This is an optimization exercise on Yosys and OpenROAD, whose aim is small area, a short achievable clock period and few clock cycles per item, not a production implementation. Only simulation tests tie the RTL to the original design; equivalence was not proved.

[design/flow/config.mk]
export PLATFORM = sky130hd
export DESIGN_NAME = env_gen
export DESIGN_NICKNAME = env_gen
export VERILOG_FILES = /design/flow/design.v
export SDC_FILE = /design/flow/constraint.sdc
export NUM_CORES = 4
export LEC_CHECK = 0
export CAP_MARGIN = 20
export CORE_MARGIN = 2
export CORE_UTILIZATION = 40
export SLEW_MARGIN = 20
[design/flow/constraint.sdc]
create_clock -name core_clock -period 18.5 [get_ports {clk}]
set_input_delay 3.7000 -clock core_clock [delete_from_list [all_inputs] [get_ports {clk}]]
set_output_delay 3.7000 -clock core_clock [all_outputs]
set_load 0.01 [all_outputs]
[design/flow/design.v]
module fp32_mul_s1 (
    input  wire [31:0] a,
    input  wire [31:0] b,
    output wire [61:0] o
);
    wire [7:0]  ea = a[30:23], eb = b[30:23];
    wire [22:0] fa = a[22:0], fb = b[22:0];
    wire        sy = a[31] ^ b[31];
    wire a_nan  = (ea == 8'hFF) && (fa != 0);
    wire b_nan  = (eb == 8'hFF) && (fb != 0);
    wire a_inf  = (ea == 8'hFF) && (fa == 0);
    wire b_inf  = (eb == 8'hFF) && (fb == 0);
    wire a_zero = (ea == 8'h00) && (fa == 0);
    wire b_zero = (eb == 8'h00) && (fb == 0);
    wire sp = a_nan | b_nan | a_inf | b_inf;                        
    wire sn = a_nan | b_nan | (a_inf & b_zero) | (b_inf & a_zero);  
    wire zr = a_zero | b_zero;
    wire [23:0] ma = {ea != 0, fa};
    wire [23:0] mb = {eb != 0, fb};
    wire [9:0]  er0 = {2'b00, (ea == 0) ? 8'd1 : ea} + {2'b00, (eb == 0) ? 8'd1 : eb};
    wire [47:0] prod = ma * mb;
    assign o = {sp, sn, sy, zr, er0, prod};
endmodule
module fp32_mul_s2 (
    input  wire [61:0] i,
    output reg  [31:0] y
);
    wire        sp = i[61], sn = i[60], sy = i[59], zr = i[58];
    wire [9:0]  er0 = i[57:48];
    wire [47:0] prod = i[47:0];
    reg [5:0] lz;
    integer k;
    always @* begin
        lz = 6'd48;
        for (k = 0; k < 48; k = k + 1)
            if (prod[k]) lz = 6'd47 - k[5:0];
    end
    wire signed [10:0] er = $signed({1'b0, er0}) - 11'sd126 - $signed({5'b0, lz});
    wire [47:0] pn = prod << lz;
    wire signed [10:0] shs = 11'sd1 - er;
    wire [5:0]  sh = (er >= 11'sd1) ? 6'd0 : ((shs > 11'sd49) ? 6'd49 : shs[5:0]);
    wire [47:0] ps = pn >> sh;
    wire        lost = |(pn & ~(48'hFFFF_FFFF_FFFF << sh));
    wire [7:0]  efield = (er >= 11'sd1) ? er[7:0] : 8'd0;
    wire [30:0] mag    = {efield, ps[46:24]};
    wire        rup    = ps[23] & ((|ps[22:0]) | lost | ps[24]);
    wire [30:0] magr   = mag + {30'd0, rup};
    always @* begin
        if (sp)
            y = sn ? 32'h7FC0_0000 : {sy, 8'hFF, 23'd0};
        else if (zr)
            y = {sy, 31'd0};
        else if (er >= 11'sd255)
            y = {sy, 8'hFF, 23'd0};
        else
            y = {sy, magr};
    end
endmodule
module fp32_add_s1 (
    input  wire [31:0] a,
    input  wire [31:0] b,
    output wire [40:0] o
);
    wire a_nan = (a[30:23] == 8'hFF) && (a[22:0] != 0);
    wire b_nan = (b[30:23] == 8'hFF) && (b[22:0] != 0);
    wire a_inf = (a[30:23] == 8'hFF) && (a[22:0] == 0);
    wire b_inf = (b[30:23] == 8'hFF) && (b[22:0] == 0);
    wire sp = a_nan | b_nan | a_inf | b_inf;
    wire sn = a_nan | b_nan | (a_inf & b_inf & (a[31] != b[31]));
    wire ss = a_inf ? a[31] : b[31];
    wire zs = a[31] & b[31];              
    wire        swap = b[30:0] > a[30:0];
    wire [31:0] p = swap ? b : a;
    wire [31:0] q = swap ? a : b;
    wire [7:0]  xp = (p[30:23] == 0) ? 8'd1 : p[30:23];
    wire [7:0]  xq = (q[30:23] == 0) ? 8'd1 : q[30:23];
    wire [23:0] mp = {p[30:23] != 0, p[22:0]};
    wire [23:0] mq = {q[30:23] != 0, q[22:0]};
    wire [7:0]  d  = xp - xq;
    wire [4:0]  ds = (d > 8'd27) ? 5'd27 : d[4:0];
    wire [26:0] ap  = {mp, 3'b000};
    wire [26:0] aq0 = {mq, 3'b000};
    wire [26:0] aqs = aq0 >> ds;
    wire        qst = |(aq0 & ~(27'h7FF_FFFF << ds));
    wire [26:0] aq  = {aqs[26:1], aqs[0] | qst};
    wire        same = (p[31] == q[31]);
    wire [27:0] s = same ? ({1'b0, ap} + {1'b0, aq}) : ({1'b0, ap} - {1'b0, aq});
    assign o = {sp, sn, ss, zs, p[31], xp, s};
endmodule
module fp32_add_s2 (
    input  wire [40:0] i,
    output reg  [31:0] y
);
    wire        sp = i[40], sn = i[39], ss = i[38], zs = i[37], sg = i[36];
    wire [7:0]  xp = i[35:28];
    wire [27:0] s  = i[27:0];
    reg [4:0] lz;
    integer k;
    always @* begin
        lz = 5'd27;
        for (k = 0; k < 27; k = k + 1)
            if (s[k]) lz = 5'd26 - k[4:0];
    end
    wire [4:0]  lmax = (xp - 8'd1 > 8'd27) ? 5'd27 : (xp[4:0] - 5'd1);
    wire [4:0]  lsh  = (lz < lmax) ? lz : lmax;
    wire [26:0] sl   = s[26:0] << lsh;
    wire [26:0] sr   = {s[27:2], s[1] | s[0]};
    wire [26:0] sn_  = s[27] ? sr : sl;
    wire [8:0]  en   = s[27] ? ({1'b0, xp} + 9'd1) : ({1'b0, xp} - {4'd0, lsh});
    wire [7:0]  efield = sn_[26] ? en[7:0] : 8'd0;
    wire [30:0] mag  = {efield, sn_[25:3]};
    wire        rup  = sn_[2] & (sn_[1] | sn_[0] | sn_[3]);
    wire [30:0] magr = mag + {30'd0, rup};
    always @* begin
        if (sp)
            y = sn ? 32'h7FC0_0000 : {ss, 8'hFF, 23'd0};
        else if (s == 0)
            y = {zs, 31'd0};
        else if (en >= 9'd255)
            y = {sg, 8'hFF, 23'd0};
        else
            y = {sg, magr};
    end
endmodule
module fp32_div_rows #(
    parameter integer K = 3
) (
    input  wire [23:0] d,
    input  wire [23:0] ri,
    input  wire [23:0] qi,
    output reg  [23:0] ro,
    output reg  [23:0] qo
);
    reg [24:0] r2;
    reg [25:0] df;
    integer k;
    always @* begin
        ro = ri;
        qo = qi;
        for (k = 0; k < K; k = k + 1) begin
            r2 = {ro, 1'b0};
            df = {1'b0, r2} - {2'b00, d};
            qo = {qo[22:0], ~df[25]};
            ro = df[25] ? r2[23:0] : df[23:0];
        end
    end
endmodule
module env_gen (
    input  wire        clk,
    input  wire        rst,
    input  wire        cmd_valid,
    output wire        cmd_ready,
    input  wire [1:0]  cmd_op,
    input  wire [95:0] cmd_data,
    output wire        g_valid,
    input  wire        g_ready,
    output wire [31:0] gain
);
    localparam [31:0] ONE     = 32'h3F80_0000;
    localparam [31:0] SUSTAIN = 32'h3F33_3333;    
    localparam [1:0] T_ON = 2'd0, T_OFF = 2'd1, T_MOP = 2'd2;
    localparam integer K  = 3;             
    localparam integer ND = 24 / K;        
    localparam integer S_I   = 0;
    localparam integer S_0   = 1;
    localparam integer S_1   = 2;
    localparam integer S_D0  = 3;
    localparam integer S_T1  = S_D0 + ND;
    localparam integer S_T2A = S_T1 + 1;
    localparam integer S_T2B = S_T1 + 2;
    localparam integer S_T3  = S_T1 + 3;
    localparam integer S_T4  = S_T1 + 4;
    localparam integer S_T5A = S_T1 + 5;
    localparam integer S_T5B = S_T1 + 6;
    localparam integer NS    = S_T5B + 1;
    function automatic flt(input [31:0] a, input [31:0] b);
        reg an, bn;
        begin
            an = (a[30:23] == 8'hFF) && (a[22:0] != 0);
            bn = (b[30:23] == 8'hFF) && (b[22:0] != 0);
            if (an || bn)                          flt = 1'b0;
            else if (a[30:0] == 0 && b[30:0] == 0) flt = 1'b0;
            else if (a[31] != b[31])               flt = a[31];
            else if (!a[31])                       flt = a[30:0] < b[30:0];
            else                                   flt = a[30:0] > b[30:0];
        end
    endfunction
    function automatic [31:0] fmax(input [31:0] a, input [31:0] b);
        fmax = flt(a, b) ? b : a;
    endfunction
    function automatic [31:0] fmin(input [31:0] a, input [31:0] b);
        fmin = flt(b, a) ? b : a;
    endfunction
    function automatic [31:0] inc1(input [31:0] h);
        reg [7:0]  e, ee;
        reg [4:0]  d;
        reg [47:0] ext;
        reg        g, st, rup;
        reg [25:0] s;
        reg [4:0]  k;
        begin
            e  = h[30:23];
            ee = (e == 8'd0) ? 8'd1 : e;
            if (e < 8'd127) begin
                d   = (8'd127 - ee > 8'd26) ? 5'd26 : (5'd31 & (8'd127 - ee));
                ext = {e != 8'd0, h[22:0], 24'd0} >> d;
                g   = ext[23];
                st  = |ext[22:0];
                rup = g & (st | ext[24]);
                inc1 = {1'b0, 8'd127, ext[46:24]} + {31'd0, rup};
            end else if (e > 8'd151) begin
                inc1 = h;
            end else begin
                k = 5'd31 & (8'd151 - e);        
                s = {2'b01, h[22:0], 1'b0} + (26'd1 << k);
                if (s[25]) begin
                    rup  = s[1] & (s[0] | s[2]);
                    inc1 = {1'b0, e + 8'd1, s[24:2]} + {31'd0, rup};
                end else begin
                    rup  = s[0] & s[1];
                    inc1 = {1'b0, e, s[23:1]} + {31'd0, rup};
                end
            end
        end
    endfunction
    function automatic [32:0] normc(input [31:0] x);
        reg [4:0]  lz;
        reg [23:0] m;
        integer i;
        begin
            lz = 5'd0;
            for (i = 0; i < 23; i = i + 1)
                if (x[i]) lz = 5'd23 - i[4:0];
            if (x[30:23] != 0)
                normc = {2'b00, x[30:23], x[22:0]};
            else begin
                m = {1'b0, x[22:0]} << lz;
                normc = {10'd1 - {5'd0, lz}, m[22:0]};
            end
        end
    endfunction
    reg [31:0] cA, cDS;
    reg [22:0] nAs, nRs;              
    reg [9:0]  nAe, nRe;              
    reg [31:0] held, off, held_t, m;
    reg        bv;
    reg [1:0]  bop;
    reg [95:0] bd;
    reg        rdy;
    assign cmd_ready = rdy;
    reg [NS-1:0] v;
    reg [1:0]    ty [0:NS-1];
    reg          rf [0:S_T1];
    reg          run;
    wire off_nz = (off != 32'd0);
    wire bgate  = (bd[31:0] != 32'd0);
    wire bstep  = (bop == 2'd0);
    reg hz;
    integer j;
    always @* begin
        hz = 1'b0;
        for (j = S_T3; j < NS; j = j + 1)
            if (v[j] && ty[j] != T_OFF) hz = 1'b1;
        hz = hz & v[S_T2B] & (ty[S_T2B] == T_OFF);
    end
    wire fen     = run & ~hz;
    wire empty   = ~(|v);
    wire consume = bv & fen & (bstep | empty);
    wire issue   = consume & (bop == 2'd0 || bop == 2'd2);
    wire [1:0] ity = (bop == 2'd2) ? T_MOP : (bgate ? T_ON : T_OFF);
    reg        ov, sv;
    reg [31:0] od, sd;
    assign g_valid = ov;
    assign gain    = od;
    wire [31:0] out6;                 
    wire        inc6 = run & v[S_T5B] & (ty[S_T5B] != T_MOP);
    wire        taken = ov & g_ready;
    wire        sv_n  = sv ? ~taken : (ov & ~taken & inc6);
    wire        run_n = ~sv_n;
    reg [NS-1:0] v_n;
    reg [1:0]    ty_n [0:NS-1];
    integer jj;
    always @* begin
        for (jj = 0; jj < NS; jj = jj + 1) begin
            v_n[jj]  = v[jj];
            ty_n[jj] = ty[jj];
        end
        if (fen) begin
            v_n[0]  = issue;
            ty_n[0] = ity;
            for (jj = 1; jj <= S_T2B; jj = jj + 1) begin
                v_n[jj]  = v[jj-1];
                ty_n[jj] = ty[jj-1];
            end
        end
        if (run) begin
            v_n[S_T3]  = fen & v[S_T2B];
            ty_n[S_T3] = ty[S_T2B];
            for (jj = S_T3 + 1; jj < NS; jj = jj + 1) begin
                v_n[jj]  = v[jj-1];
                ty_n[jj] = ty[jj-1];
            end
        end
    end
    reg hz_n;
    always @* begin
        hz_n = 1'b0;
        for (jj = S_T3; jj < NS; jj = jj + 1)
            if (v_n[jj] && ty_n[jj] != T_OFF) hz_n = 1'b1;
        hz_n = hz_n & v_n[S_T2B] & (ty_n[S_T2B] == T_OFF);
    end
    wire fen_n   = run_n & ~hz_n;
    wire empty_n = ~(|v_n);
    wire acc     = cmd_valid & rdy;
    wire bv_n    = acc | (bv & ~consume);
    wire bstep_n = acc ? (cmd_op == 2'd0) : bstep;
    wire rdy_n   = ~bv_n | (fen_n & (bstep_n | empty_n));
    always @(posedge clk) begin
        if (rst) begin
            bv   <= 1'b0;
            rdy  <= 1'b1;
            cA   <= 32'h4596_0000;            
            nAs  <= 23'h16_0000;
            nAe  <= 10'd139;
            nRs  <= 23'h3B_8000;              
            nRe  <= 10'd141;
            cDS  <= 32'h3883_126F;            
            held <= 32'd0;
            off  <= 32'd0;
        end else begin
            rdy <= rdy_n;
            bv  <= bv_n;
            if (rdy) begin
                bop <= cmd_op;
                bd  <= cmd_data;
            end
            if (consume) begin
                case (bop)
                    2'd0: if (bgate) begin
                        held <= off_nz ? ONE : inc1(held);
                        off  <= 32'd0;
                    end else if (off != 32'hFFFF_FFFF)
                        off <= off + 32'd1;
                    2'd1: begin
                        cA  <= bd[31:0];
                        {nAe, nAs} <= normc(bd[31:0]);
                        {nRe, nRs} <= normc(bd[63:32]);
                        cDS <= bd[95:64];
                        held <= 32'd0; off <= 32'd0;
                    end
                    2'd2: begin
                        held <= bd[31:0]; off <= bd[63:32];
                    end
                    default: begin
                        held <= 32'd0; off <= 32'd0;
                    end
                endcase
            end
        end
    end
    integer q;
    always @(posedge clk) begin
        if (rst) begin
            v <= {NS{1'b0}};
        end else begin
            v <= v_n;
        end
        for (q = 0; q < NS; q = q + 1) ty[q] <= ty_n[q];
        if (fen) begin
            rf[0] <= off_nz;
            for (q = 1; q <= S_T1; q = q + 1) rf[q] <= rf[q-1];
        end
    end
    wire [31:0] w0 = (ty[S_I] == T_OFF) ? off : {held[30:23] != 0, held[22:0], 8'd0};
    reg  [4:0]  lz0;
    integer i0;
    always @* begin
        lz0 = 5'd0;
        for (i0 = 0; i0 < 32; i0 = i0 + 1)
            if (w0[i0]) lz0 = 5'd31 - i0[4:0];
    end
    wire [31:0] wn0  = w0 << lz0;
    wire        rup0 = wn0[7] & ((|wn0[6:0]) | wn0[8]);
    wire [24:0] sg0  = {1'b0, wn0[31:8]} + {24'd0, rup0};
    wire [9:0]  eb0  = (ty[S_I] == T_OFF) ? 10'd158
                     : {2'b00, (held[30:23] == 0) ? 8'd1 : held[30:23]};
    wire [9:0]  en0  = eb0 - {5'd0, lz0} + {9'd0, sg0[24]};
    wire [23:0] nn0  = sg0[24] ? 24'h80_0000 : sg0[23:0];
    wire        z0   = (w0 == 32'd0);
    reg [23:0] s0_n;
    reg [9:0]  s0_e;
    reg        s0_z;
    always @(posedge clk) if (fen) begin
        s0_n <= nn0; s0_e <= en0; s0_z <= z0;
    end
    wire [23:0] d1  = (ty[S_0] == T_OFF) ? {1'b1, nRs} : {1'b1, nAs};
    wire [9:0]  ed1 = (ty[S_0] == T_OFF) ? nRe : nAe;
    wire        ge1 = s0_n >= d1;
    wire [24:0] r1a = {1'b0, s0_n} - {1'b0, d1};
    wire [24:0] r1b = {s0_n, 1'b0} - {1'b0, d1};
    wire [23:0] r1  = ge1 ? r1a[23:0] : r1b[23:0];
    wire [9:0]  eq1 = s0_e - ed1 + 10'd127 - {9'd0, ~ge1};
    reg [23:0] dr [0:ND];
    reg [23:0] dq [0:ND];
    reg [9:0]  de [0:ND];
    reg        dz [0:ND];
    always @(posedge clk) if (fen) begin
        dr[0] <= r1; dq[0] <= 24'd0; de[0] <= eq1; dz[0] <= s0_z;
    end
    genvar g;
    generate
        for (g = 0; g < ND; g = g + 1) begin : dstage
            wire [23:0] dd = (ty[S_1 + g] == T_OFF) ? {1'b1, nRs} : {1'b1, nAs};
            wire [23:0] ro, qo;
            fp32_div_rows #(.K(K)) u_rows (.d(dd), .ri(dr[g]), .qi(dq[g]), .ro(ro), .qo(qo));
            always @(posedge clk) if (fen) begin
                dr[g+1] <= ro; dq[g+1] <= qo; de[g+1] <= de[g]; dz[g+1] <= dz[g];
            end
        end
    endgenerate
    wire [23:0] qf  = dq[ND];
    wire [9:0]  eqf = de[ND];
    wire        stf = (dr[ND] != 24'd0);
    wire [24:0] qv  = {1'b1, qf};
    wire        qneg = eqf[9] | (eqf == 10'd0);
    wire [9:0]  shw  = 10'd1 - eqf;
    wire [4:0]  sht  = qneg ? ((shw > 10'd26) ? 5'd26 : shw[4:0]) : 5'd0;
    wire [24:0] qs   = qv >> sht;
    wire        lost = |(qv & ~(25'h1FF_FFFF << sht));
    wire [7:0]  efq  = qneg ? 8'd0 : eqf[7:0];
    wire        rupq = qs[0] & (stf | lost | qs[1]);
    wire [30:0] magq = {efq, qs[23:1]} + {30'd0, rupq};
    wire [31:0] qres = dz[ND] ? 32'd0
                     : ((!eqf[9] && eqf >= 10'd255) ? 32'h7F80_0000 : {1'b0, magq});
    reg [31:0] t1_q;
    always @(posedge clk) begin
        if (rst)
            held_t <= 32'd0;
        else if (consume && bop != 2'd0)
            held_t <= (bop == 2'd2) ? bd[31:0] : 32'd0;
        else if (fen && v[S_T1-1] && ty[S_T1-1] == T_ON)
            held_t <= rf[S_T1-1] ? ONE : inc1(held_t);
        if (fen) t1_q <= qres;
    end
    wire        t2off = (ty[S_T1] == T_OFF);
    wire [31:0] u1a = t2off ? ONE : cA;
    wire [31:0] u1b = t2off ? t1_q : held_t;
    wire [40:0] u1m;
    fp32_add_s1 u_add1a (.a(u1a), .b({~u1b[31], u1b[30:0]}), .o(u1m));
    reg [40:0] t2a_m;
    reg        t2a_ge1;
    reg [31:0] t2a_x, t2b_x;
    always @(posedge clk) if (fen) begin
        t2a_m   <= u1m;
        t2a_ge1 <= (t1_q[30:23] >= 8'd127);
        t2a_x   <= t1_q;
    end
    wire [31:0] u1y;
    fp32_add_s2 u_add1b (.i(t2a_m), .y(u1y));
    reg [31:0] t2b_t;
    always @(posedge clk) if (fen) begin
        t2b_t <= (ty[S_T2A] == T_OFF && t2a_ge1) ? 32'd0 : u1y;
        t2b_x <= t2a_x;
    end
    wire [31:0] mla = (ty[S_T2B] == T_OFF) ? m : cDS;
    wire [61:0] mlm;
    fp32_mul_s1 u_mula (.a(mla), .b(t2b_t), .o(mlm));
    reg [61:0] t3_m;
    reg [31:0] t3_x, t4_x, t4_p;
    always @(posedge clk) if (run) begin
        t3_m <= mlm;
        t3_x <= t2b_x;
    end
    wire [31:0] mly;
    fp32_mul_s2 u_mulb (.i(t3_m), .y(mly));
    always @(posedge clk) if (run) begin
        t4_p <= mly;
        t4_x <= t3_x;
    end
    wire [40:0] u2m;
    fp32_add_s1 u_add2a (.a(t4_p), .b(ONE), .o(u2m));
    reg [40:0] t5a_m;
    reg [31:0] t5a_x, t5b_x, t5b_r;
    always @(posedge clk) if (run) begin
        t5a_m <= u2m;
        t5a_x <= (ty[S_T4] == T_OFF) ? fmax(t4_p, 32'd0) : t4_x;
    end
    wire [31:0] u2y;
    fp32_add_s2 u_add2b (.i(t5a_m), .y(u2y));
    always @(posedge clk) if (run) begin
        t5b_r <= fmax(u2y, SUSTAIN);
        t5b_x <= t5a_x;
    end
    wire [31:0] mm6 = fmin(t5b_x, t5b_r);
    assign out6 = (ty[S_T5B] == T_OFF) ? t5b_x : fmax(mm6, 32'd0);
    always @(posedge clk) begin
        if (rst)
            m <= 32'd0;
        else if (consume && (bop == 2'd1 || bop == 2'd3))
            m <= 32'd0;
        else if (run && v[S_T5B] && ty[S_T5B] != T_OFF)
            m <= mm6;
    end
    always @(posedge clk) begin
        if (rst) begin
            ov  <= 1'b0;
            sv  <= 1'b0;
            run <= 1'b1;
        end else begin
            run <= run_n;
            sv  <= sv_n;
            if (sv) begin
                if (taken) od <= sd;
            end else if (ov && !taken) begin
                if (inc6) sd <= out6;
            end else begin
                ov <= inc6;
                if (inc6) od <= out6;
            end
        end
    end
endmodule
[design/flow/run.sh]
#!/bin/bash
# synth_recipe.tcl (not shown) runs the flow's synth.tcl, then flattens the netlist and writes it again
# the make line also repeats each setting of config.mk as NAME=value (left out here)
make -C /OpenROAD-flow-scripts/flow DESIGN_CONFIG=/design/flow/config.mk WORK_HOME=/design/flow/orfs CLKGATE_MAP_FILE= SYNTH_SCRIPT=/design/flow/synth_recipe.tcl finish
==> run summary <==
- WP data arrival: 15.44 ns
- Hpwl dp: 404 mm
- Commonest non-fill, non-tap cell in the layout: nand2_1
- Avg WL per Cell: 23.9 um
- Vias per cell: 6.03
- Worst R2R Start: ty[9][0]
- Final setup viols: 0
- Drt total wl: about 540 mm
- Largest cells by area after synthesis: edfxtp_1 (22%), ha_1 (9.1%), fa_1 (6.7%), mux2i_1 (4.9%), nand2_1 (4.8%)
- Area grow syn2layout: 8.55%
- Max-cap violations: 0
- Worst Skew: 0.0940 ns
- Pins Over Slew Limit: 0
- Class of the worst hold path: flip-flop to flip-flop
- Main flop type after synthesis: edfxtp_1
- R2R depth: 50
- Grt ovf: 0
- Most used cells in the layout excluding fill and tap cells: nand2_1 (1915), nor2_1 (1482), a21oi_1 (1134)
- Max stage delay on crit path: 0.79 ns
- Die H: ~600 um
- Fin Setup TNS: 0 ns
- WP buf/inv: 4
- CTS Hold Bufs: 0
- CP delay by family, top: compound AO/OA/AOI/OAI gates
- Number of global-route vias before repair: between 100k and 150k
- Worst Tran Pin Value: 1.17 ns
- Post-route DRC: 0
- Post-synth top area share: between 20% and 30%
- Worst Hold Depth: 0
- Yosys cell types: 120
- EDFF count, synth: around 1100
- Buffer levels on the longest clock path: 4
- FF-to-FF setup slack: 3.70 ns
- Hold Path Sink: de[4][3]
- Final Cycle Share: 80.0%
- Clock sink count: roughly 1400
- Pre-Repair DR Iteration Count: 7
- Syn Area/Cell: 8.52 um^2
- Initial antenna violation count: 19
- Worst path required time: between 15 and 20 ns
- Min-Delay Startpoint: de[3][3]
- Root buf cell: clkbuf_16
- Finished Layout Cells: around 22000
- Clock latency (worst-skew pair): between 0.9 and 1 ns
- H-tree levels: 4
- PortBufs: 135
- RSZ-0062 raised after global routing: false
- Status: finished clean
- Warnings from Yosys: 18
- Fraction of layout cells with a size suffix above 1: 8.22%
- First-pass GRT wire length: 804 mm
- Synthesis-stage register bit count: 1403
- Cts repair resizes: 0
- Die area: 380000 um^2
- Row count: around 220
- Crit path time final: 14.80 ns
- Final net count: 19000
- Num ports: 136
- Detail Route Antenna Nets: 0
- Clk pin slew, worst setup/hold paths: 0.06 ns
- Area leader, netlist: edfxtp_1
- GRT Total Usage: a little over a quarter
- Mapped Cells: 17600
- Crit-path max FO: 36
- Core area: 373000 um^2
- Postcts setup bufs: 0
- Crit Path Class: flip-flop to flip-flop
- Hold Fails Final Rpt: 0
- Via count: 135000
- Startpoint Class: flip-flop
- Rel. slew slack: approximately a fifth
- First-iteration detailed-routing DRC count: 13000
- Crit path top cell by count: o21ai_0
- TritonCTS Buffers: 171
- Synthesized cell area: 150000 um^2
- Post-placement cell count: 22100
- Die X: just over 600 um
- Largest net degree at the start of global routing: 175
- Starting density of the core: between 40% and 50%
- Worst setup EP type: flip-flop
- Slowest stage cell on the critical path: a2111oi_0
- FFs w/ async S/R, synth: 0%
- RR Endpoint: dr[8][13]
- Routability cong.: 0.988
- Maximum clock frequency: between 60 and 70 MHz
- TritonCTS clock tree: done
- Register area share after synthesis: between 20% and 30%
==> sequential cells by signal, summed over array words and instances (netlist names), 32 cells and up <==
signal  count
cA         32
t4_p       32
t5b_x      32
cDS        32
m          32
sd         32
dr        216
off        32
held_t     32
dq        108
t3_m       61
de         90
bd         96
t5a_x      32
t5b_r      32
t2a_m      41
ty         36
t2b_t      32
t5a_m      40
od         32
==> logic make-up after synthesis <==
kind of cell	share of synthesized area (%)
XOR/XNOR	5.44
buffers and inverters	5.23
multiplexers	9.35
other	0.00250
AO/OA/AOI/OAI	18.9
flip-flops	26.1
adder cells (fa/ha/maj)	15.8
AND/OR/NAND/NOR	19.1
==> worst max path at each step <==
stage / cells after the start / endpoint / from
final: 50 / dr[8][13] / ty[9][0]
after global routing: 50 / dr[8][13] / ty[9][0]
after CTS: 50 / dr[8][13] / ty[9][0]
after detailed placement: 50 / dr[8][13] / ty[9][0]
after global placement: 50 / dr[8][11] / ty[9][0]
after floorplan: 7 / v[10] / run
==> cell usage after synthesis, types with 126 or more instances <==
cell type  count
and2_1       330
nand2_1     1916
nor3_1       547
or3_1        143
a21o_1       204
nand4_1      154
inv_1       1067
a31oi_1      161
o21ai_0      829
nand3_1      478
dfxtp_1      288
nor2_1      1490
o211ai_1     192
a21oi_1     1144
ha_1        1086
nor2b_1      167
fa_1         505
nor4_1       164
o21a_1       144
o31ai_1      134
clkbuf_1     776
mux2_2       478
buf_1        126
and3_1       158
a211oi_1     260
xor2_1       280
edfxtp_1    1115
xnor2_1      652
mux2i_1      731
o21bai_1     136
nand2b_1     188
==> final cells by class <==
class                           count  area (um^2)
Clock buffer                      211         4570
Sequential cell                  1403        39300
Clock inverter                    103         1250
Timing Repair Buffer              503         4130
Inverter                         1086         4080
Fill cell                       36800       210000
Multi-Input combinational cell  14200       103000
Antenna cell                       15         37.5
Tap cell                         4972         6220
==> metal layers <==
| layer | global-route usage (%) | routed length [um] |
|---|---|---|
| met5 | 0 | 27 |
| met4 | 13.0 | 29100 |
| met3 | 3.55 | 36600 |
| met2 | 44.0 | 243000 |
| met1 | 35.7 | 227000 |
==> per-stage QoR <==
step	setup WS, ns	utilization, %	hold slack, ns	cell area (um^2)
final	3.70	43.7	0.398	163000
after global routing	2.41	43.7	0.415	163000
after CTS	3.82	43.7	0.406	163000
after detailed placement	3.94	42.1	0.405	157000
after global placement	3.66	42.1	0.400	157000
after floorplan	1.41	-	0.400	150000
Testbench counts, summed over its fixed seeds: cycles 2,272, items 2,048.

port drivers added, routing unchanged:
Ports are ideal in the flow. The routed layout listed here was re-timed in OpenROAD. Step 1, drivers: a clkbuf_16 drives clk and a buf_2 each remaining input, both assumed. Step 2 moves the port delays by t, midway between the first and last clock arrival at a register: inputs arrive t later, outputs are due t later. That takes back most of the time a late clock gives input paths. Slacks: ideal ports / drivers / drivers and shift; pairs: ideal ports / drivers.
t, ns: 0.999
slack for setup (ns): 3.695 / 3.695 / 3.695
clock arrival spread, ns: 0.095 / 0.095
worst data-port slew with drivers (ns): 0.24
cell pins on the clock port's net: 1
After both steps this run still meets setup and hold. The setup slack of this run moves by 0.000 ns with the drivers and by 0.000 ns with both steps.
